Source: an optimization exercise on an open RTL-to-GDS flow (aim: small area and few clock cycles). Production flows keep margins and buffers that such runs may drop. In this exercise RTL edits were held to simulation tests only and were not proved equivalent to the original.

<file path="design.v">
module pvd_core (
    input  wire         clk,
    input  wire         rst,
    input  wire         ev_valid,
    output wire         ev_ready,
    input  wire [175:0] ev,
    input  wire [1:0]   range_sel,
    output wire         ann_valid,
    input  wire         ann_ready,
    output wire [149:0] ann
);
    localparam TS = 64;
    function [TS-1:0] add64;             
        input [TS-1:0] a;
        input [TS-1:0] b;
        input          ci;
        reg            c;
        integer        i;
        begin
            c = ci;
            for (i = 0; i < TS; i = i + 1) begin
                add64[i] = a[i] ^ b[i] ^ c;
                c = (a[i] & b[i]) | (c & (a[i] ^ b[i]));
            end
        end
    endfunction
    function [31:0] add32;               
        input [31:0] a;
        input [31:0] b;
        input        ci;
        reg          c;
        integer      i;
        begin
            c = ci;
            for (i = 0; i < 32; i = i + 1) begin
                add32[i] = a[i] ^ b[i] ^ c;
                c = (a[i] & b[i]) | (c & (a[i] ^ b[i]));
            end
        end
    endfunction
    wire [3:0]    hdr      = ev[3:0];
    wire [TS-1:0] ev_start = ev[67:4];
    wire [TS-1:0] ev_end   = ev[131:68];
    wire [4:0]    rx_len   = ev[136:132];
    wire [15:0]   rx_vec   = ev[153:138];
    wire [4:0]    tx_len   = ev[158:154];
    wire [15:0]   tx_vec   = ev[175:160];
    wire is_bits = !hdr[0];
    wire is_rise = (hdr == 4'b1001);
    reg  [15:0]   acc_rx;
    reg  [15:0]   acc_tx;
    reg           frame_start_valid;
    reg  [TS-1:0] frame_start_ts;
    reg  [TS-1:0] frame_end_ts;
    reg  [TS-1:0] dur_ts;       
    reg  [4:0]    dur_n;        
    reg           rx_present;
    reg           tx_present;
    reg  [TS-1:0] span_s;       
    reg  [TS-1:0] span_w;       
    reg  [3:0]    div_rem;      
    reg           div_half;     
    reg  [7:0]    ctl_bits;     
    reg  [1:0]    ctl_lbl;      
    reg           ctl_chsel;    
    reg           volt_pend;    
    reg  [2:0]    ctl_cnt;      
    reg  [1:0]    volt_rs;      
    reg           fin_pend;     
    reg  [1:0]    fin_rs;       
    wire busy      = volt_pend || (ctl_cnt != 3'd0);
    assign ann_valid = !rst && (volt_pend || (ctl_cnt != 3'd0 && !div_half));
    wire take      = ann_valid && ann_ready;
    wire last      = take && (volt_pend ? (ctl_cnt == 3'd0) : (ctl_cnt == 3'd1));
    wire seq_free  = !busy || last;
    assign ev_ready = !rst && (is_bits ? (!fin_pend && (!volt_pend || ann_ready))
                                       : !(is_rise && fin_pend));
    wire accept   = ev_valid && ev_ready;
    wire acc_bits = accept && is_bits;
    wire acc_rise = accept && is_rise;
    wire fin_req  = fin_pend || acc_rise;
    wire do_fin   = fin_req && seq_free;
    wire [15:0] rx_mask = rx_len[4] ? 16'hffff : ((16'd1 << rx_len[3:0]) - 16'd1);
    wire [15:0] tx_mask = tx_len[4] ? 16'hffff : ((16'd1 << tx_len[3:0]) - 16'd1);
    wire [15:0] rx_base = frame_start_valid ? acc_rx : 16'd0;
    wire [15:0] tx_base = frame_start_valid ? acc_tx : 16'd0;
    wire [15:0] acc_rx_next = (rx_base << rx_len) | (rx_vec & rx_mask);
    wire [15:0] acc_tx_next = (tx_base << tx_len) | (tx_vec & tx_mask);
    wire rx_has = (rx_len != 5'd0);
    wire tx_has = (tx_len != 5'd0);
    function [35:0] div_pass;
        input [31:0] num;
        input [3:0]  rem_in;
        input [4:0]  den;
        reg   [3:0]  r;
        reg   [4:0]  t;
        reg   [4:0]  d;
        reg          b;
        integer      i, j;
        begin
            r = rem_in;
            for (i = 31; i >= 0; i = i - 1) begin
                t = {r, num[i]};
                b = 1'b0;
                for (j = 0; j < 5; j = j + 1) begin
                    d[j] = t[j] ^ den[j] ^ b;
                    b = (~t[j] & den[j]) | (b & ~(t[j] ^ den[j]));
                end
                div_pass[i] = ~b;
                r = b ? t[3:0] : d[3:0];
            end
            div_pass[35:32] = r;
        end
    endfunction
    wire [TS-1:0] duration   = add64(ev_end, ~ev_start, 1'b1);
    wire [4:0]    width_div  = tx_has ? tx_len : rx_len;
    wire [31:0] p113 = add32({9'd0, acc_rx, 7'd0}, ~{12'd0, acc_rx, 4'd0}, 1'b1);
    wire [31:0] p625 = add32(add32({7'd0, acc_rx, 9'd0}, {16'd0, acc_rx}, 1'b0), p113, 1'b0);
    reg  [31:0] prod;
    always @(*) begin
        case (volt_rs)
            2'b01:   prod = {p625[29:0], 2'b00};
            2'b10:   prod = {p625[27:0], 4'b0000};
            default: prod = {p625[28:0], 3'b000};
        endcase
    end
    wire [31:0] vy   = add32(prod, 32'd16383, 1'b0);
    wire [31:0] vab  = add32({17'd0, vy[29:15]}, {17'd0, vy[14:0]}, 1'b0);
    wire        ge1  = vab[16] | (&vab[14:0]) | vab[15];
    wire        ge2  = vab[16] | (vab[15] & (&vab[14:1]));
    wire [15:0] mv   = add32({17'd0, vy[29:15]}, {30'd0, ge2, ge1 & ~ge2}, 1'b0);
    wire [5:0] ctl_reg  = acc_tx[14:9];
    wire       is_chsel = (ctl_reg == 6'd3);
    wire       is_range = (ctl_reg[5:2] == 4'd1);
    wire [31:0] div_num = div_half ? span_w[31:0] : dur_ts[63:32];
    wire [3:0]  div_ri  = div_half ? div_rem : 4'd0;
    wire [35:0] div_o   = div_pass(div_num, div_ri, dur_n);
    wire          is_label = !volt_pend && (ctl_cnt == (ctl_chsel ? 3'd3 : 3'd5));
    wire [1:0]    sh       = is_label ? 2'd3 : (ctl_chsel ? 2'd2 : 2'd1);
    wire [TS-1:0] span_e   = add64(span_s, span_w << sh, 1'b0);
    wire [TS-1:0] r_end = volt_pend ? frame_end_ts : span_e;
    reg  [2:0]    r_kind;
    reg  [15:0]   r_val;
    always @(*) begin
        if (volt_pend) begin
            r_kind = 3'd0;
            r_val  = mv;
        end else if (is_label) begin
            r_kind = ctl_chsel ? 3'd1 : 3'd4;
            r_val  = ctl_chsel ? 16'd3 : {14'd0, ctl_lbl};
        end else if (ctl_chsel) begin
            r_kind = ctl_cnt[1] ? 3'd2 : 3'd3;
            r_val  = {12'd0, ctl_bits[7:4]};
        end else begin
            r_kind = 3'd5;
            r_val  = {14'd0, ctl_bits[7:6]};
        end
    end
    wire [1:0] r_aux = (volt_pend || is_label || ctl_chsel) ? 2'd0 : (2'd0 - ctl_cnt[1:0]);
    assign ann = {r_val, r_aux, r_kind, !volt_pend, r_end, span_s};
    always @(posedge clk) begin
        if (rst) begin
            frame_start_valid <= 1'b0;
            rx_present        <= 1'b0;
            tx_present        <= 1'b0;
            volt_pend         <= 1'b0;
            ctl_cnt           <= 3'd0;
            fin_pend          <= 1'b0;
            div_half          <= 1'b0;
        end else begin
            if (take) begin
                if (volt_pend) begin
                    volt_pend <= 1'b0;
                end else begin
                    ctl_cnt <= ctl_cnt - 3'd1;
                    span_s  <= span_e;
                    if (!is_label)
                        ctl_bits <= ctl_chsel ? {ctl_bits[3:0], 4'd0} : {ctl_bits[5:0], 2'd0};
                end
            end
            if (div_half) begin
                div_half     <= 1'b0;
                span_w[31:0] <= div_o[31:0];
            end
            if (acc_rise && !seq_free) begin
                fin_pend <= 1'b1;
                fin_rs   <= range_sel;
            end
            if (do_fin) begin
                fin_pend          <= 1'b0;
                span_s            <= frame_start_ts;
                span_w            <= {div_o[31:0], dur_ts[31:0]};
                div_rem           <= div_o[35:32];
                div_half          <= tx_present && (is_chsel || is_range);
                ctl_bits          <= acc_tx[7:0];
                ctl_lbl           <= acc_tx[10:9];
                ctl_chsel         <= is_chsel;
                volt_pend         <= rx_present;
                ctl_cnt           <= !tx_present ? 3'd0 : is_chsel ? 3'd3 : is_range ? 3'd5 : 3'd0;
                volt_rs           <= fin_pend ? fin_rs : range_sel;
                frame_start_valid <= 1'b0;
                rx_present        <= 1'b0;
                tx_present        <= 1'b0;
            end
            if (acc_bits) begin
                rx_present   <= rx_has;
                tx_present   <= tx_has;
                frame_end_ts <= ev_end;
                acc_rx       <= acc_rx_next;
                acc_tx       <= acc_tx_next;
                frame_start_valid <= 1'b1;
                if (!frame_start_valid)
                    frame_start_ts <= ev_start;
                if (rx_has || tx_has) begin
                    dur_ts <= duration;
                    dur_n  <= width_div;
                end
            end
        end
    end
endmodule
</file>
<file path="run.sh">
#!/bin/bash
# synth_recipe.tcl (not shown) runs the flow's synth.tcl, then flattens the netlist and writes it again
# the make line also repeats each setting of config.mk as NAME=value (left out here)
make -C /OpenROAD-flow-scripts/flow DESIGN_CONFIG=/design/flow/config.mk WORK_HOME=/design/flow/orfs CLKGATE_MAP_FILE= SYNTH_SCRIPT=/design/flow/synth_recipe.tcl finish
</file>
<file path="config.mk">
export PLATFORM = sky130hd
export DESIGN_NAME = pvd_core
export DESIGN_NICKNAME = pvd_core
export VERILOG_FILES = /design/flow/design.v
export SDC_FILE = /design/flow/constraint.sdc
export NUM_CORES = 4
export LEC_CHECK = 0
export CAP_MARGIN = 20
export CORE_MARGIN = 2
export CORE_UTILIZATION = 40
export SLEW_MARGIN = 20
</file>
<file path="constraint.sdc">
create_clock -name core_clock -period 240.0 [get_ports {clk}]
set_input_delay 48.0000 -clock core_clock [delete_from_list [all_inputs] [get_ports {clk}]]
set_output_delay 48.0000 -clock core_clock [all_outputs]
set_load 0.01 [all_outputs]
</file>
==> results.json, run 1 <==
{
  "tightest_slew_ns": 1.08,
  "clk_path_buf_depth": 3,
  "cp.depth": 3,
  "cpMostUsedCell": "clkdlybuf4s50_1",
  "syn_area_sq_um": 28400,
  "critPathMaxFanout": 19,
  "fp.dieH_um": 270,
  "grt_pass1_wl_mm": 124,
  "cp-startpoint": "rst",
  "cts_buffers": 47,
  "coreArea_sq_um": 70100,
  "cp_top_family": "buffers and inverters",
  "die_x_um": 270,
  "layout.cells.non_filler": 3875,
  "areaGrowthSynthToFinish_pct": 20.2,
  "dr.pass1.iters": 7,
  "start_util_pct": 40.5,
  "fin_tns_setup_ns": 0,
  "drv_cap": 0,
  "antenna_found_initial": 8,
  "hold_path.class": "flip-flop to flip-flop",
  "period_share_pct": 40.8,
  "root_buffer": "clkbuf_16",
  "first_iter_violations": 1498,
  "grt_pass1_vias": 21588,
  "synthArstFlopShare_pct": 0,
  "via_count": 20425,
  "finalCriticalPeriod_ns": 97.93,
  "dominantRegCellSynth": "edfxtp_1",
  "grt_start_max_net_pins": 86,
  "synth_top_area_share_pct": 39.5,
  "path_cells": "clkdlybuf4s50_1, a21oi_1, clkdlybuf4s50_1",
  "fin_nets": 3485,
  "dp_cells": 3788,
  "top_usage_layer": "met2",
  "critical_path_class": "input port to primary output",
  "wl_per_cell_um": 20.3,
  "fmax_mhz": 10.2,
  "numClockSinks": 383,
  "reg2reg_setup_slack_ns": 182.51,
  "cts_tree": "done",
  "rsz0062_at_grt": "false",
  "cp.required_ns": 192.00,
  "ant_nets": 0,
  "outcome": "complete, no violations",
  "syn-instance-count": 2603,
  "avgSynthCellArea_sq_um": 10.9,
  "post_cts_resized": 0,
  "reg2reg_depth": 199,
  "whs_path_depth": 2,
  "arrival_ns": 49.93,
  "place_congestion": 0.889,
  "hpwlAfterDp_mm": 57.2,
  "drc": 0,
  "yosys_warnings": 1,
  "cp_slowest_stage_delay_ns": 0.95,
  "synthesis.nets": 3191,
  "die-area_sq_um": 73100,
  "finalWirelength_mm": 78.8,
  "critPathCaptureType": "primary output",
  "synth.area.top_cells": "edfxtp_1, fa_1, ha_1",
  "slowest_stage": "clkdlybuf4s50_1",
  "rows": 97,
  "gr-total-overflow": 0,
  "grt_use_total_pct": 21.6,
  "ios": 334,
  "r2r-start": "div_half$_SDFF_PN0_",
  "cts_hold_buffers": 0,
  "slew-limit-headroom_pct": 28.2,
  "finClkSkew_ns": 0.0114,
  "grt.met3_usage_pct": 4.46,
  "grt_util_met2_pct": 35.6,
  "path_clk_slew_ns": 0.05,
  "hold_viol": 0,
  "h-tree-depth": 2,
  "clk_latency_ns": 0.59,
  "vias_per_cell": 5.27,
  "use_met1_pct": 28.9,
  "slew_viol_final": 0,
  "setup_viol": 0,
  "drive_gt1_share_pct": 5.22,
  "port_buffers": 330,
  "seq_area_frac_synth_pct": 40.2,
  "cp_num_buf_inv": 2,
  "synth_edf_count": 374,
  "synth_seq_cells": 383,
  "cts_setup_buffers": 0,
  "yosysTopAreaCell": "edfxtp_1",
  "nFillCells": 6435,
  "postLayoutCoreUtil_pct": 48.7,
  "synth_cell_type_count": 73,
  "reg2reg_to": "div_rem[2]$_DFFE_PP_",
  "critPathLaunchType": "input port",
  "cp-endpoint": "ann_valid"
}
==> state kept, by name, summed over array words and instances, names as in the netlist, 3 cells and up <==
name            flops
dur_ts             64
frame_end_ts       64
frame_start_ts     64
span_s             64
span_w             63
acc_rx             16
acc_tx             15
ctl_bits            8
dur_n               5
div_rem             4
ctl_cnt             3
==> routing by layer <==
layer / up-vias / routed length [um] / share of wire [%]
met2: 582 / 37200 / 47
met4: 10 / 2040 / 2.6
met3: 136 / 4930 / 6.3
li1: 9542 / - / -
met1: 10155 / 34500 / 44
met5: - / 63 / 0.080
==> tightest hold or removal path: stages (launching register included) <==
cell	delay, ns
dfxtp_1	0.31
nand3_1	0.06
a21oi_1	0.06
==> worst min-delay path by stage <==
| stage | from | endpoint | slack, ns |
|---|---|---|---|
| 2_1_floorplan | rx_present$_SDFFE_PP0P_ | rx_present$_SDFFE_PP0P_ | 0.44 |
| 3_3_place_gp | rx_present$_SDFFE_PP0P_ | rx_present$_SDFFE_PP0P_ | 0.46 |
| 3_5_place_dp | rx_present$_SDFFE_PP0P_ | rx_present$_SDFFE_PP0P_ | 0.46 |
| 4_1_cts | rx_present$_SDFFE_PP0P_ | rx_present$_SDFFE_PP0P_ | 0.48 |
| 5_1_grt | rx_present$_SDFFE_PP0P_ | rx_present$_SDFFE_PP0P_ | 0.50 |
| 6_report | rx_present$_SDFFE_PP0P_ | rx_present$_SDFFE_PP0P_ | 0.48 |
==> layout make-up <==
type	count	area, sq um	area share (%)
repair buffers	362	3580	10.5
diodes	3	7.51	0.0220
well taps	940	1180	3.44
clock buffers	64	1260	3.69
clock inverters	20	186	0.546
multi-input cells	1727	15100	44.2
inverters	376	1410	4.14
flip-flops and latches	383	11400	33.4
==> cells by family after synthesis <==
| family | synth area share, % |
|---|---|
| fa+ha+maj | 25.1 |
| xor+xnor | 0.308 |
| other cells | 0.0132 |
| flops | 40.2 |
| mux | 7.19 |
| compound gates | 11.8 |
| simple gates | 8.48 |
| buf+inv | 6.85 |
==> synth_stat cells, drive strengths merged (19+ instances only) <==
library cell,count
mux2,19
a21oi,135
a211oi,30
a31oi,31
nand2,302
buf,49
a21o,33
o21ai,220
clkbuf,68
inv,375
edfxtp,374
mux2i,158
a22oi,30
ha,132
nor2,147
and2,25
fa,274
a211o,24
==> cell usage in the layout (no fill, tap or decap), types with 11 or more instances in the layout <==
| master | instances |
|---|---|
| a21oi_1 | 133 |
| nand3_1 | 13 |
| ha_1 | 132 |
| a31oi_1 | 30 |
| nor2b_1 | 14 |
| a211o_1 | 24 |
| mux4_2 | 11 |
| edfxtp_1 | 374 |
| nand2_1 | 302 |
| fa_1 | 274 |
| and2_1 | 25 |
| nor2_1 | 144 |
| inv_1 | 370 |
| a21o_1 | 33 |
| clkbuf_1 | 16 |
| clkbuf_16 | 48 |
| a22oi_1 | 30 |
| buf_4 | 29 |
| mux2i_1 | 158 |
| o21ai_0 | 218 |
| nor3_1 | 12 |
| a211oi_1 | 30 |
| mux2_2 | 19 |
| nand2b_1 | 13 |
| clkdlybuf4s50_1 | 330 |
==> stage by stage <==
step	instance area (sq um)	hold WS, ns	setup slack, ns
detailed placement	32700	0.465	142.10
global placement	32700	0.456	142.15
floorplan	28400	0.444	143.42
finish	34100	0.478	142.07
global route	34100	0.499	142.00
CTS	34100	0.479	142.08
Testbench counts, summed over its fixed seeds: cycles 11,710.
==> inputs of run 2 (changes only) <==
--- a/design.v
+++ b/design.v
@@ -53,12 +53,11 @@
     reg  [TS-1:0] frame_start_ts;
     reg  [TS-1:0] frame_end_ts;
-    reg  [TS-1:0] dur_ts;       
-    reg  [4:0]    dur_n;        
+    reg  [TS-1:0] wid_ts;
+    reg  [3:0]    wid_rem;      
+    reg  [4:0]    wid_n;        
     reg           rx_present;
     reg           tx_present;
     reg  [TS-1:0] span_s;       
     reg  [TS-1:0] span_w;       
-    reg  [3:0]    div_rem;      
-    reg           div_half;     
     reg  [7:0]    ctl_bits;     
     reg  [1:0]    ctl_lbl;      
@@ -70,5 +69,5 @@
     reg  [1:0]    fin_rs;       
     wire busy      = volt_pend || (ctl_cnt != 3'd0);
-    assign ann_valid = !rst && (volt_pend || (ctl_cnt != 3'd0 && !div_half));
+    assign ann_valid = !rst && busy;
     wire take      = ann_valid && ann_ready;
     wire last      = take && (volt_pend ? (ctl_cnt == 3'd0) : (ctl_cnt == 3'd1));
@@ -92,9 +91,9 @@
         input [31:0] num;
         input [3:0]  rem_in;
-        input [4:0]  den;
+        input [4:0]  nd;        
         reg   [3:0]  r;
         reg   [4:0]  t;
-        reg   [4:0]  d;
-        reg          b;
+        reg   [3:0]  s;
+        reg          c;
         integer      i, j;
         begin
@@ -102,11 +101,12 @@
             for (i = 31; i >= 0; i = i - 1) begin
                 t = {r, num[i]};
-                b = 1'b0;
-                for (j = 0; j < 5; j = j + 1) begin
-                    d[j] = t[j] ^ den[j] ^ b;
-                    b = (~t[j] & den[j]) | (b & ~(t[j] ^ den[j]));
+                c = 1'b0;
+                for (j = 0; j < 4; j = j + 1) begin
+                    s[j] = t[j] ^ nd[j] ^ c;
+                    c = (t[j] & nd[j]) | (c & (t[j] ^ nd[j]));
                 end
-                div_pass[i] = ~b;
-                r = b ? t[3:0] : d[3:0];
+                c = (t[4] & nd[4]) | (c & (t[4] ^ nd[4]));
+                div_pass[i] = c;
+                r = c ? s : t[3:0];
             end
             div_pass[35:32] = r;
@@ -126,14 +126,21 @@
     end
     wire [31:0] vy   = add32(prod, 32'd16383, 1'b0);
-    wire [31:0] vab  = add32({17'd0, vy[29:15]}, {17'd0, vy[14:0]}, 1'b0);
-    wire        ge1  = vab[16] | (&vab[14:0]) | vab[15];
-    wire        ge2  = vab[16] | (vab[15] & (&vab[14:1]));
-    wire [15:0] mv   = add32({17'd0, vy[29:15]}, {30'd0, ge2, ge1 & ~ge2}, 1'b0);
+    reg         vc;
+    integer     vi;
+    always @(*) begin
+        vc = 1'b1;
+        for (vi = 0; vi < 15; vi = vi + 1)
+            vc = (vy[15 + vi] & vy[vi]) | (vc & (vy[15 + vi] | vy[vi]));
+    end
+    wire [31:0] mv_w = add32({17'd0, vy[29:15]}, 32'd0, vc);
+    wire [15:0] mv   = mv_w[15:0];
     wire [5:0] ctl_reg  = acc_tx[14:9];
     wire       is_chsel = (ctl_reg == 6'd3);
     wire       is_range = (ctl_reg[5:2] == 4'd1);
-    wire [31:0] div_num = div_half ? span_w[31:0] : dur_ts[63:32];
-    wire [3:0]  div_ri  = div_half ? div_rem : 4'd0;
-    wire [35:0] div_o   = div_pass(div_num, div_ri, dur_n);
+    wire [31:0] div_num = acc_bits ? duration[63:32] : wid_ts[31:0];
+    wire [3:0]  div_ri  = acc_bits ? 4'd0 : wid_rem;
+    wire [4:0]  div_den = acc_bits ? width_div : wid_n;
+    wire [4:0]  div_nd  = ~div_den + 5'd1;
+    wire [35:0] div_o   = div_pass(div_num, div_ri, div_nd);
     wire          is_label = !volt_pend && (ctl_cnt == (ctl_chsel ? 3'd3 : 3'd5));
     wire [1:0]    sh       = is_label ? 2'd3 : (ctl_chsel ? 2'd2 : 2'd1);
@@ -167,5 +174,4 @@
             ctl_cnt           <= 3'd0;
             fin_pend          <= 1'b0;
-            div_half          <= 1'b0;
         end else begin
             if (take) begin
@@ -179,8 +185,4 @@
                 end
             end
-            if (div_half) begin
-                div_half     <= 1'b0;
-                span_w[31:0] <= div_o[31:0];
-            end
             if (acc_rise && !seq_free) begin
                 fin_pend <= 1'b1;
@@ -190,7 +192,5 @@
                 fin_pend          <= 1'b0;
                 span_s            <= frame_start_ts;
-                span_w            <= {div_o[31:0], dur_ts[31:0]};
-                div_rem           <= div_o[35:32];
-                div_half          <= tx_present && (is_chsel || is_range);
+                span_w            <= {wid_ts[63:32], div_o[31:0]};
                 ctl_bits          <= acc_tx[7:0];
                 ctl_lbl           <= acc_tx[10:9];
@@ -213,6 +213,7 @@
                     frame_start_ts <= ev_start;
                 if (rx_has || tx_has) begin
-                    dur_ts <= duration;
-                    dur_n  <= width_div;
+                    wid_ts  <= {div_o[31:0], duration[31:0]};
+                    wid_rem <= div_o[35:32];
+                    wid_n   <= width_div;
                 end
             end
==> flow/run.sh (new file) <==
#!/bin/bash
# The standard layout (standard.sh) with two changes:
#  - the port buffers that global placement inserts are the smallest buffer,
#    sky130_fd_sc_hd__buf_1, instead of the tool's default choice;
#  - clock tree synthesis uses clkbuf_8 buffers over sink clusters of up to 15
#    flip-flops, without dummy loads.
# Synthesis, floorplan, power grid, placement, routing and the rest are the
# standard flow unchanged. The full make output goes to standard_flow.log; the
# per-step ORFS logs are under orfs/logs/.
export BUFFER_PORTS_ARGS="-buffer_cell sky130_fd_sc_hd__buf_1"
export CTS_ARGS="-sink_clustering_enable -repair_clock_nets -dont_use_dummy_load -buf_list sky130_fd_sc_hd__clkbuf_8 -sink_clustering_size 15 -sink_clustering_max_diameter 50"
bash standard.sh > standard_flow.log 2>&1
==> standard.sh (new file) <==
#!/bin/bash
# synth_recipe.tcl (not shown) runs the flow's synth.tcl, then flattens the netlist and writes it again
# the make line also repeats each setting of config.mk as NAME=value (left out here)
make -C /OpenROAD-flow-scripts/flow DESIGN_CONFIG=/design/flow/config.mk WORK_HOME=/design/flow/orfs CLKGATE_MAP_FILE= SYNTH_SCRIPT=/design/flow/synth_recipe.tcl "${@:-finish}"
--- a/config.mk
+++ b/config.mk
@@ -8,4 +8,4 @@
 export CAP_MARGIN = 20
 export CORE_MARGIN = 2
-export CORE_UTILIZATION = 40
+export CORE_UTILIZATION = 70
 export SLEW_MARGIN = 20
removed: run.sh
==> run 2 against run 1 <==
  * Fmax fell by 26%
  * Utilization rose by 29 points
  * Register-to-register slack got worse by 5.8 ns
  * Setup slack got worse by 34 ns
  * Highest routed layer unchanged
==> results.json, run 2 <==
{
  "cp.required_ns": 240.47,
  "first_iter_violations": 1993,
  "layout_common_cells": "edfxtp_1, buf_1, inv_1",
  "drc": 0,
  "yosys-top-cells-count": "edfxtp_1, inv_1, fa_1",
  "grt_use_total_pct": 34.6,
  "critPathLaunchType": "input port",
  "gr-total-overflow": 0,
  "numClockSinks": 381,
  "via_count": 20027,
  "tightest_slew_ns": 1.10,
  "root_buffer": "clkbuf_8",
  "outcome": "complete, no violations",
  "cpMostUsedCell": "fa_1",
  "dominantRegCellSynth": "edfxtp_1",
  "coreArea_sq_um": 38800,
  "slowest_stage": "a21oi_1",
  "grt_pass1_wl_mm": 109,
  "grt_pass1_vias": 20039,
  "antenna_found_initial": 2,
  "clk_path_buf_depth": 3,
  "critPathMaxFanout": 8,
  "slew-limit-headroom_pct": 26.3,
  "cp_slowest_stage_delay_ns": 0.57,
  "fmax_mhz": 7.61,
  "holdWs_ns": 0.355,
  "top_regs": "frame_end_ts: 64 flops, frame_start_ts: 64 flops, span_s: 64 flops",
  "rows": 72,
  "synthArstFlopShare_pct": 0,
  "ios": 334,
  "cts_buffers": 41,
  "seq_area_frac_synth_pct": 41.1,
  "yosys_warnings": 1,
  "period_share_pct": 54.8,
  "setup_viol": 0,
  "yosysTopAreaCell": "edfxtp_1",
  "layout_commonest_cell": "edfxtp_1",
  "yosysMostFrequentCell": "edfxtp_1",
  "synth.area.top_cells": "edfxtp_1, fa_1, ha_1",
  "synthesis.nets": 3058,
  "start_util_pct": 71.2,
  "avgSynthCellArea_sq_um": 11.1,
  "antenna_cells": 0,
  "rsz0062_at_grt": "false",
  "h-tree-depth": 2,
  "fp.dieH_um": 203,
  "arrival_ns": 131.95,
  "postLayoutCoreUtil_pct": 77.2,
  "syn-instance-count": 2483,
  "critPathCaptureType": "flip-flop",
  "ant_nets": 0,
  "finalWirelength_mm": 69.3,
  "path_clk_slew_ns": 0.09,
  "hold_path.class": "flip-flop to flip-flop",
  "fin_area_sq_um": 30000,
  "fin_tns_setup_ns": 0,
  "port_buffers": 330,
  "cts_tree": "done",
  "grt_start_max_net_pins": 110,
  "cts_hold_buffers": 0,
  "drv_cap": 0,
  "dr.pass1.iters": 8,
  "hpwlAfterDp_mm": 51.7,
  "post_cts_resized": 0,
  "synth_top_area_share_pct": 40.5,
  "drive_gt1_share_pct": 7.00,
  "place_congestion": 0.907,
  "synth_seq_cells": 381,
  "die-area_sq_um": 41100,
  "synth_cell_type_count": 70,
  "wl_per_cell_um": 21.1,
  "fin_nets": 3348,
  "syn_area_sq_um": 27600,
  "slew_viol_final": 0,
  "areaGrowthSynthToFinish_pct": 8.46,
  "cts_setup_buffers": 0,
  "hold_viol": 0,
  "finClkSkew_ns": 0.0673,
  "nFillCells": 2611,
  "vias_per_cell": 6.09,
  "die_x_um": 203,
  "clk_latency_ns": 0.63,
  "critical_path_class": "input port to flip-flop",
  "synth_edf_count": 373,
  "finalCriticalPeriod_ns": 131.48,
  "placed_area_sq_um": 29400
}
[run 2: worst max-delay path, delay by kind of cell]
family,cells,cell delay (ns)
AOI/OAI and AO/OA,43,11.71
xor gates and xnor gates,1,0.25
adders and majority gates,160,59.34
buffers and inverters,54,3.96
and+or+nand+nor,37,5.44
muxes,9,3.19
[run 2: cells by family after synthesis]
logic type | Yosys count | synth area share (%)
AND/OR/NAND/NOR | 542 | 8.69
multiplexers | 198 | 8.14
buffers and inverters | 444 | 6.13
XOR/XNOR | 13 | 0.466
other | 1 | 0.0136
adder cells (fa/ha/maj) | 396 | 25.0
AO/OA/AOI/OAI | 508 | 10.5
flip-flops | 381 | 41.1
[run 2: through the flow]
stage               std cells  setup slack, ns
finish                   3289           108.52
global route             3289           103.96
CTS                      3289           108.76
detailed placement       3248           108.31
global placement         3248           110.29
floorplan                2483           115.73
[run 2: path summary, 6_finish.rpt]
path                         start                    to  slack [ns]  depth (start not counted)
max                         ev[68]  wid_rem[3]$_DFFE_PP_      108.52                        304
min           wid_ts[55]$_DFFE_PP_  span_w[55]$_DFFE_PP_        0.35                          0
max reg2reg  fin_pend$_SDFFE_PP0P_  wid_rem[3]$_DFFE_PP_      176.75                        226
min reg2reg   wid_ts[55]$_DFFE_PP_  span_w[55]$_DFFE_PP_        0.35                          0
[run 2: cell type report]
cell class	instances	area, sq um	area share [%]
Multi-Input combinational cell	1658	14700	49.0
Tap cell	518	648	2.16
Inverter	327	1230	4.10
Clock buffer	41	564	1.88
Timing Repair Buffer	364	1490	4.98
Sequential cell	381	11400	37.9
[run 2: layer usage]
| layer | vias to the layer above | track usage [%] | wire, um |
|---|---|---|---|
| li1 | 9118 | - | - |
| met3 | 130 | 6.58 | 6750 |
| met4 | 4 | 10.5 | 1940 |
| met2 | 984 | 53.6 | 32000 |
| met1 | 9791 | 50.5 | 28700 |
| met5 | - | 0 | 25 |
Testbench counts of run 2, summed over its fixed seeds: cycles 11,637.
==> inputs of run 3 (changes only) <==
==> flow/run.sh (replaced) <==
#!/bin/bash
# The standard layout (standard.sh) with three changes:
#  - synthesis is the standard flow's script (synth_recipe.tcl) unchanged except that ABC
#    maps the logic with flow/abc_map.script (area-oriented amap) instead of
#    ORFS's speed script; registers are mapped before ABC, so they are the
#    standard synthesis's;
#  - the port buffers that global placement inserts are the smallest buffer,
#    sky130_fd_sc_hd__buf_1;
#  - clock tree synthesis uses clkbuf_8 buffers over sink clusters of up to 15
#    flip-flops, without dummy loads.
# The full make output goes to standard_flow.log; the per-step ORFS logs are
# under orfs/logs/.
set -euo pipefail
here=$(pwd)
{ head -n 1 synth_recipe.tcl; cat flow/abc_override.tcl; tail -n +2 synth_recipe.tcl; } > my_synth.tcl
sed "s#SYNTH_SCRIPT=[^ ]*#SYNTH_SCRIPT=$here/my_synth.tcl#" standard.sh > my_standard.sh
export MY_ABC_SCRIPT="$here/flow/abc_map.script"
export BUFFER_PORTS_ARGS="-buffer_cell sky130_fd_sc_hd__buf_1"
export CTS_ARGS="-sink_clustering_enable -repair_clock_nets -dont_use_dummy_load -buf_list sky130_fd_sc_hd__clkbuf_8 -sink_clustering_size 15 -sink_clustering_max_diameter 50"
bash my_standard.sh > standard_flow.log 2>&1
==> flow/abc_map.script (new file) <==
strash
&get -n
&st
&syn2
&dch -f
&put
dch -f
amap -m -F 4 -A 8
topo
==> flow/abc_override.tcl (new file) <==
# Run ABC's technology mapping with flow/abc_map.script (area-oriented
# standard-cell mapping with amap) in place of ORFS's abc_speed.script.
# Everything else in the synthesis is the standard script.
proc abc {args} {
  set i [lsearch -exact $args -script]
  if {$i >= 0} { lset args [expr {$i + 1}] $::env(MY_ABC_SCRIPT) }
  yosys abc {*}$args
}
==> run 3 against run 2 <==
  * First-iteration DRC count increased by 4.8%
  * Worst hold slack better by 0.0047 ns
  * Synthesized cell count fell by 12%
  * Critical path type unchanged
  * Highest routed layer unchanged
==> results.json, run 3 <==
{
  "period_share_pct": 55.2,
  "syn_area_sq_um": 25600,
  "synth_edf_count": 373,
  "ios": 334,
  "yosys-top-cells-count": "clkinv_1, edfxtp_1, fa_1",
  "via_count": 19826,
  "path_clk_slew_ns": 0.10,
  "postLayoutCoreUtil_pct": 78.0,
  "synth_top_area_share_pct": 43.7,
  "cts_tree": "done",
  "fin_tns_setup_ns": 0,
  "gr-total-overflow": 0,
  "yosysTopAreaCell": "edfxtp_1",
  "synthesis.nets": 2763,
  "cpMostUsedCell": "fa_1",
  "yosys_warnings": 1,
  "synth.area.top_cells": "edfxtp_1, fa_1, ha_1",
  "hold_viol": 0,
  "numClockSinks": 381,
  "dominantRegCellSynth": "edfxtp_1",
  "synth_cell_type_count": 37,
  "cts_setup_buffers": 0,
  "port_buffers": 330,
  "post_cts_resized": 0,
  "finalCriticalPeriod_ns": 132.52,
  "arrival_ns": 132.91,
  "placed_area_sq_um": 27800,
  "critPathLaunchType": "input port",
  "fmax_mhz": 7.55,
  "finalWirelength_mm": 68.0,
  "die-area_sq_um": 38100,
  "nFillCells": 2286,
  "dr.pass1.iters": 7,
  "setup_viol": 0,
  "vias_per_cell": 6.47,
  "first_iter_violations": 2089,
  "fin_area_sq_um": 28300,
  "ant_nets": 0,
  "grt_use_total_pct": 36.8,
  "top_regs": "frame_end_ts: 64 flops, frame_start_ts: 64 flops, span_s: 64 flops",
  "syn-instance-count": 2188,
  "cts_hold_buffers": 0,
  "multiInputGateArea_sq_um": 12800,
  "hpwlAfterDp_mm": 49.5,
  "outcome": "complete, no violations",
  "layout_common_cells": "clkinv_1, edfxtp_1, buf_1",
  "use_met1_pct": 48.4,
  "cts_buffers": 40,
  "critPathCaptureType": "flip-flop",
  "drv_cap": 0,
  "fin_nets": 3168,
  "tightest_slew_ns": 1.11,
  "slew_viol_final": 0,
  "layout_commonest_cell": "clkinv_1",
  "clk_latency_ns": 0.64,
  "die_x_um": 195,
  "finClkSkew_ns": 0.0629,
  "critPathMaxFanout": 7,
  "clk_path_buf_depth": 3,
  "cp.required_ns": 240.39,
  "slowest_stage": "fa_1",
  "drc": 0,
  "synth_seq_cells": 381,
  "place_congestion": 0.907,
  "rows": 70,
  "grt_pass1_wl_mm": 108,
  "coreArea_sq_um": 36300,
  "top_usage_layer": "met2",
  "yosysMostFrequentCell": "clkinv_1",
  "cp_slowest_stage_delay_ns": 0.48,
  "slew-limit-headroom_pct": 25.7,
  "rsz0062_at_grt": "false",
  "hold_path.class": "flip-flop to flip-flop",
  "wl_per_cell_um": 22.2,
  "root_buffer": "clkbuf_8",
  "grt_pass1_vias": 20277,
  "holdWs_ns": 0.359,
  "critical_path_class": "input port to flip-flop",
  "antenna_found_initial": 4,
  "grt_util_met2_pct": 60.8,
  "drive_gt1_share_pct": 3.32,
  "synthArstFlopShare_pct": 0,
  "start_util_pct": 70.5,
  "seq_area_frac_synth_pct": 44.4,
  "fp.dieH_um": 195,
  "grt_start_max_net_pins": 110,
  "h-tree-depth": 2,
  "areaGrowthSynthToFinish_pct": 10.6,
  "grt.met3_usage_pct": 6.82,
  "avgSynthCellArea_sq_um": 11.7,
  "register_area_sq_um": 11400
}
==> run 3: kinds of logic after synthesis <==
family | after synthesis | share of synthesized area (%)
buffers and inverters | 411 | 6.02
other | 1 | 0.0146
flip-flops | 381 | 44.4
AO/OA/AOI/OAI | 678 | 17.7
AND/OR/NAND/NOR | 324 | 5.07
adder cells (fa/ha/maj) | 393 | 26.8
==> run 3: worst max-delay path, delay by kind of cell <==
family / cells / cell delay, ns
adders and majority gates: 160 / 50.58
and+or+nand+nor: 2 / 0.28
AOI/OAI and AO/OA: 66 / 20.33
buffers and inverters: 94 / 13.66
==> run 3: per-layer routing <==
layer  share of wire (%)  routed length [um]
met5               0.019                  13
met4                 4.0                2730
met1                  37               25500
met3                 9.4                6370
met2                  49               33500
==> run 3: layout make-up <==
class                      count  share of cell area [%]
multi-input combinational   1396                    45.2
sequential                   381                    40.1
inverter                     411                    5.44
timing repair buffer         363                    5.25
tap                          468                    2.07
clock buffer                  40                    1.94
antenna                        3                  0.0265
==> run 3: worst paths after layout <==
path / cells after the start / to / slack, ns / start
setup / recovery: 322 / wid_rem[1]$_DFFE_PP_ / 107.48 / ev[68]
hold / removal: 0 / span_w[34]$_DFFE_PP_ / 0.36 / wid_ts[34]$_DFFE_PP_
setup reg to reg: 245 / wid_rem[1]$_DFFE_PP_ / 175.16 / volt_pend$_SDFFE_PP0P_
hold reg to reg: 0 / span_w[34]$_DFFE_PP_ / 0.36 / wid_ts[34]$_DFFE_PP_
==> run 3: stage by stage <==
stage               setup WS, ns  std cells
floorplan                 112.75       2188
global placement          110.30       3019
detailed placement        107.63       3019
CTS                       107.98       3059
global route              101.64       3060
finish                    107.48       3062
==> inputs of run 4 (changes only) <==
--- a/design.v
+++ b/design.v
@@ -55,5 +55,5 @@
     reg  [TS-1:0] wid_ts;
     reg  [3:0]    wid_rem;      
-    reg  [4:0]    wid_n;        
+    reg  [3:0]    wid_m;        
     reg           rx_present;
     reg           tx_present;
@@ -80,10 +80,24 @@
     wire fin_req  = fin_pend || acc_rise;
     wire do_fin   = fin_req && seq_free;
-    wire [15:0] rx_mask = rx_len[4] ? 16'hffff : ((16'd1 << rx_len[3:0]) - 16'd1);
-    wire [15:0] tx_mask = tx_len[4] ? 16'hffff : ((16'd1 << tx_len[3:0]) - 16'd1);
     wire [15:0] rx_base = frame_start_valid ? acc_rx : 16'd0;
     wire [15:0] tx_base = frame_start_valid ? acc_tx : 16'd0;
-    wire [15:0] acc_rx_next = (rx_base << rx_len) | (rx_vec & rx_mask);
-    wire [15:0] acc_tx_next = (tx_base << tx_len) | (tx_vec & tx_mask);
+    function [15:0] fold;
+        input [15:0] base;
+        input [4:0]  n;
+        input [15:0] vec;
+        reg   [15:0] s;
+        integer      i;
+        begin
+            s = base;
+            if (n[0]) s = {s[14:0], 1'b0};
+            if (n[1]) s = {s[13:0], 2'b0};
+            if (n[2]) s = {s[11:0], 4'b0};
+            if (n[3]) s = {s[7:0], 8'b0};
+            for (i = 0; i < 16; i = i + 1)
+                fold[i] = (n[4] || n[3:0] > i) ? vec[i] : s[i];
+        end
+    endfunction
+    wire [15:0] acc_rx_next = fold(rx_base, rx_len, rx_vec);
+    wire [15:0] acc_tx_next = fold(tx_base, tx_len, tx_vec);
     wire rx_has = (rx_len != 5'd0);
     wire tx_has = (tx_len != 5'd0);
@@ -91,22 +105,23 @@
         input [31:0] num;
         input [3:0]  rem_in;
-        input [4:0]  nd;        
+        input [3:0]  m;
         reg   [3:0]  r;
-        reg   [4:0]  t;
+        reg   [3:0]  u;
         reg   [3:0]  s;
         reg          c;
+        reg          q;
         integer      i, j;
         begin
             r = rem_in;
             for (i = 31; i >= 0; i = i - 1) begin
-                t = {r, num[i]};
+                u = {r[2:0], num[i]};
                 c = 1'b0;
                 for (j = 0; j < 4; j = j + 1) begin
-                    s[j] = t[j] ^ nd[j] ^ c;
-                    c = (t[j] & nd[j]) | (c & (t[j] ^ nd[j]));
+                    s[j] = u[j] ^ m[j] ^ c;
+                    c = (u[j] & m[j]) | (c & (u[j] ^ m[j]));
                 end
-                c = (t[4] & nd[4]) | (c & (t[4] ^ nd[4]));
-                div_pass[i] = c;
-                r = c ? s : t[3:0];
+                q = r[3] | c;
+                div_pass[i] = q;
+                r = q ? s : u;
             end
             div_pass[35:32] = r;
@@ -115,4 +130,5 @@
     wire [TS-1:0] duration   = add64(ev_end, ~ev_start, 1'b1);
     wire [4:0]    width_div  = tx_has ? tx_len : rx_len;
+    wire [3:0]    width_m    = 4'd0 - width_div[3:0];
     wire [31:0] p113 = add32({9'd0, acc_rx, 7'd0}, ~{12'd0, acc_rx, 4'd0}, 1'b1);
     wire [31:0] p625 = add32(add32({7'd0, acc_rx, 9'd0}, {16'd0, acc_rx}, 1'b0), p113, 1'b0);
@@ -140,7 +156,6 @@
     wire [31:0] div_num = acc_bits ? duration[63:32] : wid_ts[31:0];
     wire [3:0]  div_ri  = acc_bits ? 4'd0 : wid_rem;
-    wire [4:0]  div_den = acc_bits ? width_div : wid_n;
-    wire [4:0]  div_nd  = ~div_den + 5'd1;
-    wire [35:0] div_o   = div_pass(div_num, div_ri, div_nd);
+    wire [3:0]  div_m   = acc_bits ? width_m : wid_m;
+    wire [35:0] div_o   = div_pass(div_num, div_ri, div_m);
     wire          is_label = !volt_pend && (ctl_cnt == (ctl_chsel ? 3'd3 : 3'd5));
     wire [1:0]    sh       = is_label ? 2'd3 : (ctl_chsel ? 2'd2 : 2'd1);
@@ -215,5 +230,5 @@
                     wid_ts  <= {div_o[31:0], duration[31:0]};
                     wid_rem <= div_o[35:32];
-                    wid_n   <= width_div;
+                    wid_m   <= width_m;
                 end
             end
==> run 4 against run 3 <==
  * Still clean
  * Utilization grew 1.4 points
  * Area after synthesis shrank 3.0%
  * Setup slack lost 7.5 ns
  * Sequential cell count shrank 1
  * Die area shrank 3.0%
  * First-iteration DRC count grew 8.7%
  * Cell count shrank 4.5%
  * Sequential share of layout area grew 1.0 points
  * Critical endpoint is now wid_rem[3]$_DFFE_PP_
==> results.json, run 4 <==
{
  "critPathMaxFanout": 8,
  "critPathLaunchType": "input port",
  "finalWirelength_mm": 68.6,
  "synth_xor_area_share_pct": 0,
  "grt_pass1_wl_mm": 105,
  "yosys.area_share.simple_pct": 5.30,
  "avgSynthCellArea_sq_um": 12.0,
  "cp_slowest_stage_delay_ns": 0.65,
  "layout_commonest_cell": "edfxtp_1",
  "synth_edf_count": 372,
  "finClkSkew_ns": 0.0703,
  "die-area_sq_um": 37000,
  "hold_path.class": "flip-flop to flip-flop",
  "grt_use_total_pct": 37.9,
  "place_congestion": 0.925,
  "dr.pass1.iters": 9,
  "fp.dieH_um": 192,
  "synth_top_area_share_pct": 45.0,
  "rsz0062_at_grt": "false",
  "synth_cell_type_count": 40,
  "placed_area_sq_um": 27000,
  "synth.area.top_cells": "edfxtp_1, fa_1, clkinv_1",
  "fin_tns_setup_ns": 0,
  "wl_per_cell_um": 23.5,
  "seq_area_frac_synth_pct": 45.6,
  "yosys-top-cells-count": "edfxtp_1, clkinv_1, fa_1",
  "setup_viol": 0,
  "drive_gt1_share_pct": 3.45,
  "fmax_mhz": 7.14,
  "top_regs": "frame_end_ts: 64 flops, frame_start_ts: 64 flops, span_s: 64 flops",
  "cts_setup_buffers": 0,
  "grt.met3_usage_pct": 8.51,
  "finalCriticalPeriod_ns": 140.02,
  "gr-total-overflow": 0,
  "fin_nets": 3009,
  "path_clk_slew_ns": 0.09,
  "critical_path_class": "input port to flip-flop",
  "start_util_pct": 71.6,
  "cts_hold_buffers": 0,
  "outcome": "complete, no violations",
  "cp.required_ns": 240.36,
  "ios": 334,
  "cts_buffers": 40,
  "slowest_stage": "a221oi_1",
  "clk_latency_ns": 0.65,
  "ant_nets": 0,
  "arrival_ns": 140.38,
  "yosys_warnings": 1,
  "rows": 68,
  "reg2reg_depth": 213,
  "synth_top_family_by_area": "adder cells",
  "syn-instance-count": 2066,
  "grt_pass1_vias": 19567,
  "drc": 0,
  "cpMostUsedCell": "fa_1",
  "die_x_um": 192,
  "hold_viol": 0,
  "yosysMostFrequentCell": "edfxtp_1",
  "whs_path_depth": 0,
  "via_count": 19363,
  "slew_viol_final": 0,
  "post_cts_resized": 0,
  "root_buffer": "clkbuf_8",
  "areaGrowthSynthToFinish_pct": 11.0,
  "cts_tree": "done",
  "coreArea_sq_um": 34700,
  "first_iter_violations": 2270,
  "numClockSinks": 380,
  "tightest_slew_ns": 1.12,
  "drv_cap": 0,
  "synth_compound_area_share_pct": 17.8,
  "synth_seq_cells": 380,
  "h-tree-depth": 2,
  "period_share_pct": 58.3,
  "port_buffers": 330,
  "dominantRegCellSynth": "edfxtp_1",
  "clk_path_buf_depth": 3,
  "synthesis.nets": 2607,
  "grt_util_met2_pct": 62.2,
  "slew-limit-headroom_pct": 25.3,
  "postLayoutCoreUtil_pct": 79.4,
  "hpwlAfterDp_mm": 49.5,
  "synthMuxAreaShare_pct": 0.0453,
  "antenna_found_initial": 4,
  "cp_top_family": "adder cells",
  "top_usage_layer": "met2",
  "layout_common_cells": "edfxtp_1, clkinv_1, buf_1",
  "synthArstFlopShare_pct": 0,
  "cp.depth": 290,
  "grt_start_max_net_pins": 85,
  "critPathCaptureType": "flip-flop",
  "use_met1_pct": 49.5,
  "vias_per_cell": 6.62,
  "yosys.area_share.adder_pct": 25.9,
  "syn_area_sq_um": 24800,
  "cp_num_buf_inv": 70,
  "yosysTopAreaCell": "edfxtp_1",
  "fin_area_sq_um": 27600
}
## run 4: worst reg2reg max path: cells and delay by family (launching register included)
kind | cells | cell delay (ns)
simple gates | 18 | 4.17
fa+ha+maj | 89 | 34.93
compound gates | 50 | 18.56
buf+inv | 56 | 12.87
flops | 1 | 0.76
## run 4: final timing paths
| kind | end | start | slack (ns) |
|---|---|---|---|
| worst min register to register | span_w[46]$_DFFE_PP_ | wid_ts[46]$_DFFE_PP_ | 0.39 |
| worst min-delay path | span_w[46]$_DFFE_PP_ | wid_ts[46]$_DFFE_PP_ | 0.39 |
| worst max-delay path | wid_rem[3]$_DFFE_PP_ | ev[68] | 99.98 |
| worst max register to register | wid_rem[3]$_DFFE_PP_ | volt_pend$_SDFFE_PP0P_ | 168.38 |
## run 4: cell type report
class / count / area [sq um]
inverter: 351 / 1320
multi-input combinational: 1335 / 12300
antenna: 2 / 5.00
clock buffer: 40 / 551
sequential: 380 / 11300
fill: 2094 / 7150
timing repair buffer: 360 / 1500
tap: 455 / 569
## run 4: cell families (layout without fill, tap and decap cells)
kind of cell / Yosys count / count (layout)
and+or+nand+nor: 328 / 328
buffers and inverters: 351 / 751
other: 1 / 3
AOI/OAI and AO/OA: 646 / 646
muxes: 1 / 1
DFF: 380 / 380
adders and majority gates: 359 / 359
## run 4: routing by layer
metal / up-vias / share of wire, % / wire length (um)
met2: 1218 / 49 / 33400
met4: 2 / 4.2 / 2910
met1: 9520 / 36 / 24800
li1: 8419 / - / -
met5: - / 0.022 / 15
met3: 204 / 11 / 7410
## run 4: per-stage QoR
| stage | std cells | hold WS [ns] | setup slack [ns] |
|---|---|---|---|
| 2_1_floorplan | 2066 | 0.400 | 109.61 |
| 3_3_place_gp | 2879 | 0.400 | 104.03 |
| 4_1_cts | 2919 | 0.384 | 101.01 |
| 6_report | 2923 | 0.386 | 99.98 |
| 3_5_place_dp | 2879 | 0.405 | 100.88 |
| 5_1_grt | 2921 | 0.384 | 95.00 |
Testbench counts of run 4, summed over its fixed seeds: cycles 11,637.
==> inputs of run 5 (changes only) <==
--- a/design.v
+++ b/design.v
@@ -159,6 +159,7 @@
     wire [35:0] div_o   = div_pass(div_num, div_ri, div_m);
     wire          is_label = !volt_pend && (ctl_cnt == (ctl_chsel ? 3'd3 : 3'd5));
-    wire [1:0]    sh       = is_label ? 2'd3 : (ctl_chsel ? 2'd2 : 2'd1);
-    wire [TS-1:0] span_e   = add64(span_s, span_w << sh, 1'b0);
+    wire [TS-1:0] step_c   = ctl_chsel ? {span_w[61:0], 2'b0} : {span_w[62:0], 1'b0};
+    wire [TS-1:0] step     = is_label ? {span_w[60:0], 3'b0} : step_c;
+    wire [TS-1:0] span_e   = add64(step, span_s, 1'b0);
     wire [TS-1:0] r_end = volt_pend ? frame_end_ts : span_e;
     reg  [2:0]    r_kind;
==> run 5 against run 4 <==
  * Worst hold slack improved by 0.0079 ns
  * Cell count shrank 0.48%
  * Via count is 2.5% lower
  * First-iteration DRC count down 6.3%
  * Non-clock buffer count shrank 2
  * Setup slack gained 0.32 ns
  * Count of clock-buffer cells in the layout rose by 2
  * Largest cell class unchanged
  * Clock skew is 0.013 ns higher
  * Register-to-register slack gained 0.10 ns
  * Cell area decreased by 0.16%
==> results.json, run 5 <==
{
  "ios": 334,
  "grt_pass1_vias": 19284,
  "post_cts_resized": 0,
  "critical_path_class": "input port to flip-flop",
  "hold_viol": 0,
  "gr-total-overflow": 0,
  "slowest_stage": "a221oi_1",
  "grt_pass1_wl_mm": 102,
  "via_count": 18876,
  "critPathCaptureType": "flip-flop",
  "synth_top_area_share_pct": 45.1,
  "yosys-top-cells-count": "edfxtp_1, clkinv_1, fa_1",
  "path_clk_slew_ns": 0.10,
  "fp.dieH_um": 192,
  "start_util_pct": 71.4,
  "fmax_mhz": 7.16,
  "cp.required_ns": 240.36,
  "die_x_um": 192,
  "rsz0062_at_grt": "false",
  "top_regs": "frame_end_ts: 64 flops, frame_start_ts: 64 flops, span_s: 64 flops",
  "synth_cell_type_count": 39,
  "synth_xor_area_share_pct": 0,
  "seq_area_frac_synth_pct": 45.7,
  "slew-limit-headroom_pct": 31.3,
  "critPathMaxFanout": 8,
  "layout_common_cells": "edfxtp_1, clkinv_1, buf_1",
  "coreArea_sq_um": 34700,
  "layout_commonest_cell": "edfxtp_1",
  "dr.pass1.iters": 9,
  "synthMuxAreaShare_pct": 0.0454,
  "tightest_slew_ns": 1.03,
  "hpwlAfterDp_mm": 47.4,
  "wl_per_cell_um": 22.5,
  "synth_compound_area_share_pct": 17.8,
  "syn_area_sq_um": 24800,
  "syn-instance-count": 2051,
  "hold_path.class": "flip-flop to flip-flop",
  "cts_tree": "done",
  "die-area_sq_um": 36900,
  "finalWirelength_mm": 65.4,
  "placed_area_sq_um": 26900,
  "synth.area.top_cells": "edfxtp_1, fa_1, clkinv_1",
  "cts_buffers": 42,
  "clk_latency_ns": 0.64,
  "yosysTopAreaCell": "edfxtp_1",
  "drive_gt1_share_pct": 3.47,
  "areaGrowthSynthToFinish_pct": 11.0,
  "dominantRegCellSynth": "edfxtp_1",
  "numClockSinks": 380,
  "cts_setup_buffers": 0,
  "drc": 0,
  "synth_top_family_by_area": "adder cells",
  "nFillCells": 2148,
  "port_buffers": 330,
  "fin_area_sq_um": 27500,
  "clk_path_buf_depth": 3,
  "avgSynthCellArea_sq_um": 12.1,
  "synthArstFlopShare_pct": 0,
  "fin_nets": 2992,
  "slew_viol_final": 0,
  "root_buffer": "clkbuf_8",
  "cp_slowest_stage_delay_ns": 0.60,
  "vias_per_cell": 6.49,
  "critPathLaunchType": "input port",
  "grt_use_total_pct": 36.6,
  "period_share_pct": 58.2,
  "yosys.area_share.simple_pct": 5.14,
  "synth_seq_cells": 380,
  "cts_hold_buffers": 0,
  "arrival_ns": 140.06,
  "cpMostUsedCell": "fa_1",
  "antenna_found_initial": 4,
  "postLayoutCoreUtil_pct": 79.3,
  "drv_cap": 0,
  "yosys_warnings": 1,
  "first_iter_violations": 2128,
  "synth_edf_count": 372,
  "ant_nets": 0,
  "yosysMostFrequentCell": "edfxtp_1",
  "fin_tns_setup_ns": 0,
  "synthesis.nets": 2591,
  "place_congestion": 0.945,
  "finClkSkew_ns": 0.0833,
  "yosys.area_share.adder_pct": 25.9,
  "rows": 68,
  "h-tree-depth": 2,
  "finalCriticalPeriod_ns": 139.70,
  "grt_start_max_net_pins": 83,
  "outcome": "complete, no violations",
  "setup_viol": 0
}
[run 5: layout make-up]
type | count | area (sq um) | area share [%]
diodes | 4 | 10.0 | 0.0364
well taps | 455 | 569 | 2.07
inverters | 355 | 1330 | 4.84
clock buffers | 42 | 578 | 2.10
multi-input cells | 1315 | 12200 | 44.4
flip-flops and latches | 380 | 11300 | 41.2
repair buffers | 358 | 1480 | 5.38
[run 5: path summary, 6_finish.rpt]
check / from / endpoint / slack, ns / depth (start not counted)
setup / recovery: ev[68] / wid_rem[3]$_DFFE_PP_ / 100.30 / 290
setup reg to reg: volt_pend$_SDFFE_PP0P_ / wid_rem[3]$_DFFE_PP_ / 168.48 / 214
hold / removal: wid_ts[46]$_DFFE_PP_ / span_w[46]$_DFFE_PP_ / 0.39 / 0
hold reg to reg: wid_ts[46]$_DFFE_PP_ / span_w[46]$_DFFE_PP_ / 0.39 / 0
[run 5: cell families (layout without fill, tap and decap cells)]
kind of cell / count (synthesis) / after routing
other cells: 0 / 4
buf+inv: 356 / 755
fa+ha+maj: 358 / 358
mux: 1 / 1
compound gates: 640 / 640
flops: 380 / 380
simple gates: 316 / 316
[run 5: per-layer routing]
| metal | global-route usage (%) | routed length, um | up-vias |
|---|---|---|---|
| met5 | 0 | 30 | - |
| met4 | 14.4 | 2330 | 4 |
| met3 | 6.08 | 6160 | 179 |
| met2 | 59.4 | 31500 | 1003 |
| met1 | 50.3 | 25300 | 9330 |
| li1 | - | - | 8360 |
[run 5: through the flow]
step | cells | hold slack [ns] | worst slack (ns)
2_1_floorplan | 2051 | 0.400 | 109.61
3_3_place_gp | 2862 | 0.400 | 103.87
3_5_place_dp | 2862 | 0.405 | 100.79
4_1_cts | 2904 | 0.394 | 100.82
5_1_grt | 2906 | 0.406 | 94.98
6_report | 2909 | 0.394 | 100.30
[run 5: critical path: cells and delay by family]
family	cells	cell delay (ns)
compound gates	50	18.20
fa+ha+maj	152	56.96
buf+inv	70	12.49
simple gates	18	4.25
Testbench counts of run 5, summed over its fixed seeds: cycles 11,637.
==> inputs of run 6 (changes only) <==
--- a/flow/run.sh
+++ b/flow/run.sh
@@ -7,5 +7,5 @@
 #  - the port buffers that global placement inserts are the smallest buffer,
 #    sky130_fd_sc_hd__buf_1;
-#  - clock tree synthesis uses clkbuf_8 buffers over sink clusters of up to 15
+#  - clock tree synthesis uses clkbuf_4 buffers over sink clusters of up to 10
 #    flip-flops, without dummy loads.
 # The full make output goes to standard_flow.log; the per-step ORFS logs are
@@ -17,4 +17,4 @@
 export MY_ABC_SCRIPT="$here/flow/abc_map.script"
 export BUFFER_PORTS_ARGS="-buffer_cell sky130_fd_sc_hd__buf_1"
-export CTS_ARGS="-sink_clustering_enable -repair_clock_nets -dont_use_dummy_load -buf_list sky130_fd_sc_hd__clkbuf_8 -sink_clustering_size 15 -sink_clustering_max_diameter 50"
+export CTS_ARGS="-sink_clustering_enable -repair_clock_nets -dont_use_dummy_load -buf_list sky130_fd_sc_hd__clkbuf_4 -sink_clustering_size 10 -sink_clustering_max_diameter 40"
 bash my_standard.sh > standard_flow.log 2>&1
==> run 6 against run 5 <==
  * Sequential cell count is the same
  * Still clean
  * Critical path type unchanged
  * Sequential share of layout area up 0.23 points
  * Clock skew rose by 0.016 ns
  * Global-route usage grew 0.11 points
==> results.json, run 6 <==
{
  "place_congestion": 0.945,
  "vias_per_cell": 6.49,
  "grt_pass1_wl_mm": 103,
  "synth_top_area_share_pct": 45.1,
  "cp-startpoint": "ev[68]",
  "wl_per_cell_um": 22.3,
  "slowest_stage": "a221oi_1",
  "min_from": "wid_ts[45]$_DFFE_PP_",
  "critPathCaptureType": "flip-flop",
  "critical_path_class": "input port to flip-flop",
  "setup_viol": 0,
  "seq_area_frac_synth_pct": 45.7,
  "start_util_pct": 71.4,
  "hold_viol": 0,
  "fmax_mhz": 7.17,
  "h-tree-depth": 2,
  "arrival_ns": 140.05,
  "slew_viol_final": 0,
  "postLayoutCoreUtil_pct": 78.8,
  "synthArstFlopShare_pct": 0,
  "grt_pass1_vias": 19337,
  "clk_path_buf_depth": 3,
  "gr-total-overflow": 0,
  "ant_nets": 0,
  "coreArea_sq_um": 34700,
  "yosysMostFrequentCell": "edfxtp_1",
  "post_cts_resized": 0,
  "areaGrowthSynthToFinish_pct": 10.4,
  "hold_path.class": "flip-flop to flip-flop",
  "dp_cells": 2862,
  "finalWirelength_mm": 65.3,
  "layout_common_cells": "edfxtp_1, clkinv_1, buf_1",
  "die-area_sq_um": 36900,
  "die_x_um": 192,
  "first_iter_violations": 2059,
  "multiInputGateArea_sq_um": 12200,
  "fin_tns_setup_ns": 0,
  "cp_top_family": "adder cells",
  "clk_latency_ns": 0.83,
  "antenna_found_initial": 7,
  "cts_tree": "done",
  "cts_buffers": 56,
  "port_buffers": 330,
  "cts_setup_buffers": 0,
  "dr.pass1.iters": 7,
  "nFillCells": 2186,
  "drv_cap": 0,
  "path_clk_slew_ns": 0.09,
  "dominantRegCellSynth": "edfxtp_1",
  "yosys_warnings": 1,
  "period_share_pct": 58.1,
  "layout.cells.non_filler": 2924,
  "fin_nets": 3006,
  "register_area_sq_um": 11300,
  "slew-limit-headroom_pct": 31.0,
  "synth_cell_type_count": 39,
  "numClockSinks": 380,
  "synth_seq_cells": 380,
  "synth_edf_count": 372,
  "rsz0062_at_grt": "false",
  "finalCriticalPeriod_ns": 139.48,
  "fp.dieH_um": 192,
  "drive_gt1_share_pct": 4.02,
  "synth.area.top_cells": "edfxtp_1, fa_1, clkinv_1",
  "cp_num_buf_inv": 70,
  "grt_start_max_net_pins": 83,
  "layout_commonest_cell": "edfxtp_1",
  "tightest_slew_ns": 1.03,
  "ios": 334,
  "synthesis.nets": 2591,
  "grt_use_total_pct": 36.8,
  "drc": 0,
  "outcome": "complete, no violations",
  "critPathMaxFanout": 8,
  "yosysTopAreaCell": "edfxtp_1",
  "critPathLaunchType": "input port",
  "cts_hold_buffers": 0,
  "syn-instance-count": 2051,
  "avgSynthCellArea_sq_um": 12.1,
  "via_count": 18984,
  "finClkSkew_ns": 0.0996,
  "top_regs": "frame_end_ts: 64 flops, frame_start_ts: 64 flops, span_s: 64 flops",
  "cpMostUsedCell": "fa_1",
  "syn_area_sq_um": 24800,
  "cp_slowest_stage_delay_ns": 0.61,
  "rows": 68,
  "cp.required_ns": 240.57,
  "r2r-start": "volt_pend$_SDFFE_PP0P_",
  "yosys-top-cells-count": "edfxtp_1, clkinv_1, fa_1",
  "root_buffer": "clkbuf_4",
  "hpwlAfterDp_mm": 47.4
}
## run 6: cell counts after synthesis
Identical to the previous run, type by type.
## run 6: path summary, 6_finish.rpt
kind / endpoint / slack, ns / cells after the start
worst max-delay path: wid_rem[0]$_DFFE_PP_ / 100.52 / 290
worst min-delay path: span_w[45]$_DFFE_PP_ / 0.39 / 0
worst max register to register: wid_rem[0]$_DFFE_PP_ / 168.51 / 214
worst min register to register: span_w[45]$_DFFE_PP_ / 0.39 / 0
## run 6: logic make-up after synthesis
family | synth area share (%)
AO/OA/AOI/OAI | 17.8
adder cells (fa/ha/maj) | 25.9
buffers and inverters | 5.39
flip-flops | 45.7
multiplexers | 0.0454
AND/OR/NAND/NOR | 5.14
## run 6: worst register-to-register path, delay by kind of cell (launching register included)
family | cells | cell delay [ns]
AND/OR/NAND/NOR | 19 | 4.50
buffers and inverters | 56 | 12.77
adder cells (fa/ha/maj) | 89 | 34.95
AO/OA/AOI/OAI | 50 | 18.34
flip-flops | 1 | 0.76
## run 6: cell type report
class / count / share of cell area (%)
repair buffers: 358 / 5.41
inverters: 355 / 4.87
flip-flops and latches: 380 / 41.4
well taps: 455 / 2.08
clock buffers: 56 / 1.54
multi-input cells: 1315 / 44.6
diodes: 5 / 0.0457
## run 6: stage by stage
stage | setup WS (ns) | hold WS [ns] | cell area (sq um)
2_1_floorplan | 109.61 | 0.400 | 24800
5_1_grt | 95.19 | 0.403 | 27400
6_report | 100.52 | 0.389 | 27400
4_1_cts | 101.17 | 0.380 | 27300
3_5_place_dp | 100.79 | 0.405 | 26900
3_3_place_gp | 103.87 | 0.400 | 26900
## run 6: metal layers
layer,track usage [%],routed length [um],vias to the layer above
met5,0,29,-
met4,15.0,2490,4
met3,7.24,6570,172
met2,58.7,31300,1080
met1,50.2,24900,9325
li1,-,-,8403

[afterwards: timing with drivers on the ports]
Ports are ideal in the flow. The routed layouts listed here were re-timed in OpenROAD.
Step 1: set_driving_cell puts a clkbuf_16 on clk and a buf_2 on each other input, an assumption about the parent block.
Step 2 also shifts input and output timing later by t, the mid clock arrival at the registers, as if the neighbouring blocks saw the same clock.
Three values: ideal, step 1, step 2; two values: the first two.
run	t, ns	setup WS [ns]	worst hold slack (ns)	worst setup path after step 2	cell pins on the clock port's net
run 1	0.641	142.066 / 142.038 / 142.038	0.478 / 0.478 / 0.478	input to output	1
run 2	0.653	108.522 / 108.555 / 107.901	0.355 / 0.355 / 0.355	input to register	1
run 3	0.660	107.479 / 107.507 / 106.847	0.359 / 0.359 / 0.359	input to register	1
run 4	0.666	99.980 / 100.007 / 99.341	0.386 / 0.386 / 0.386	input to register	1
run 5	0.648	100.302 / 100.332 / 99.683	0.394 / 0.394 / 0.394	input to register	1
run 6	0.824	100.521 / 100.552 / 99.728	0.389 / 0.389 / 0.389	input to register	1
After both steps every run listed still meets setup and hold. For run 6, which loses most, drivers alone change the setup slack by +0.031 ns; drivers and shift together by -0.793 ns.
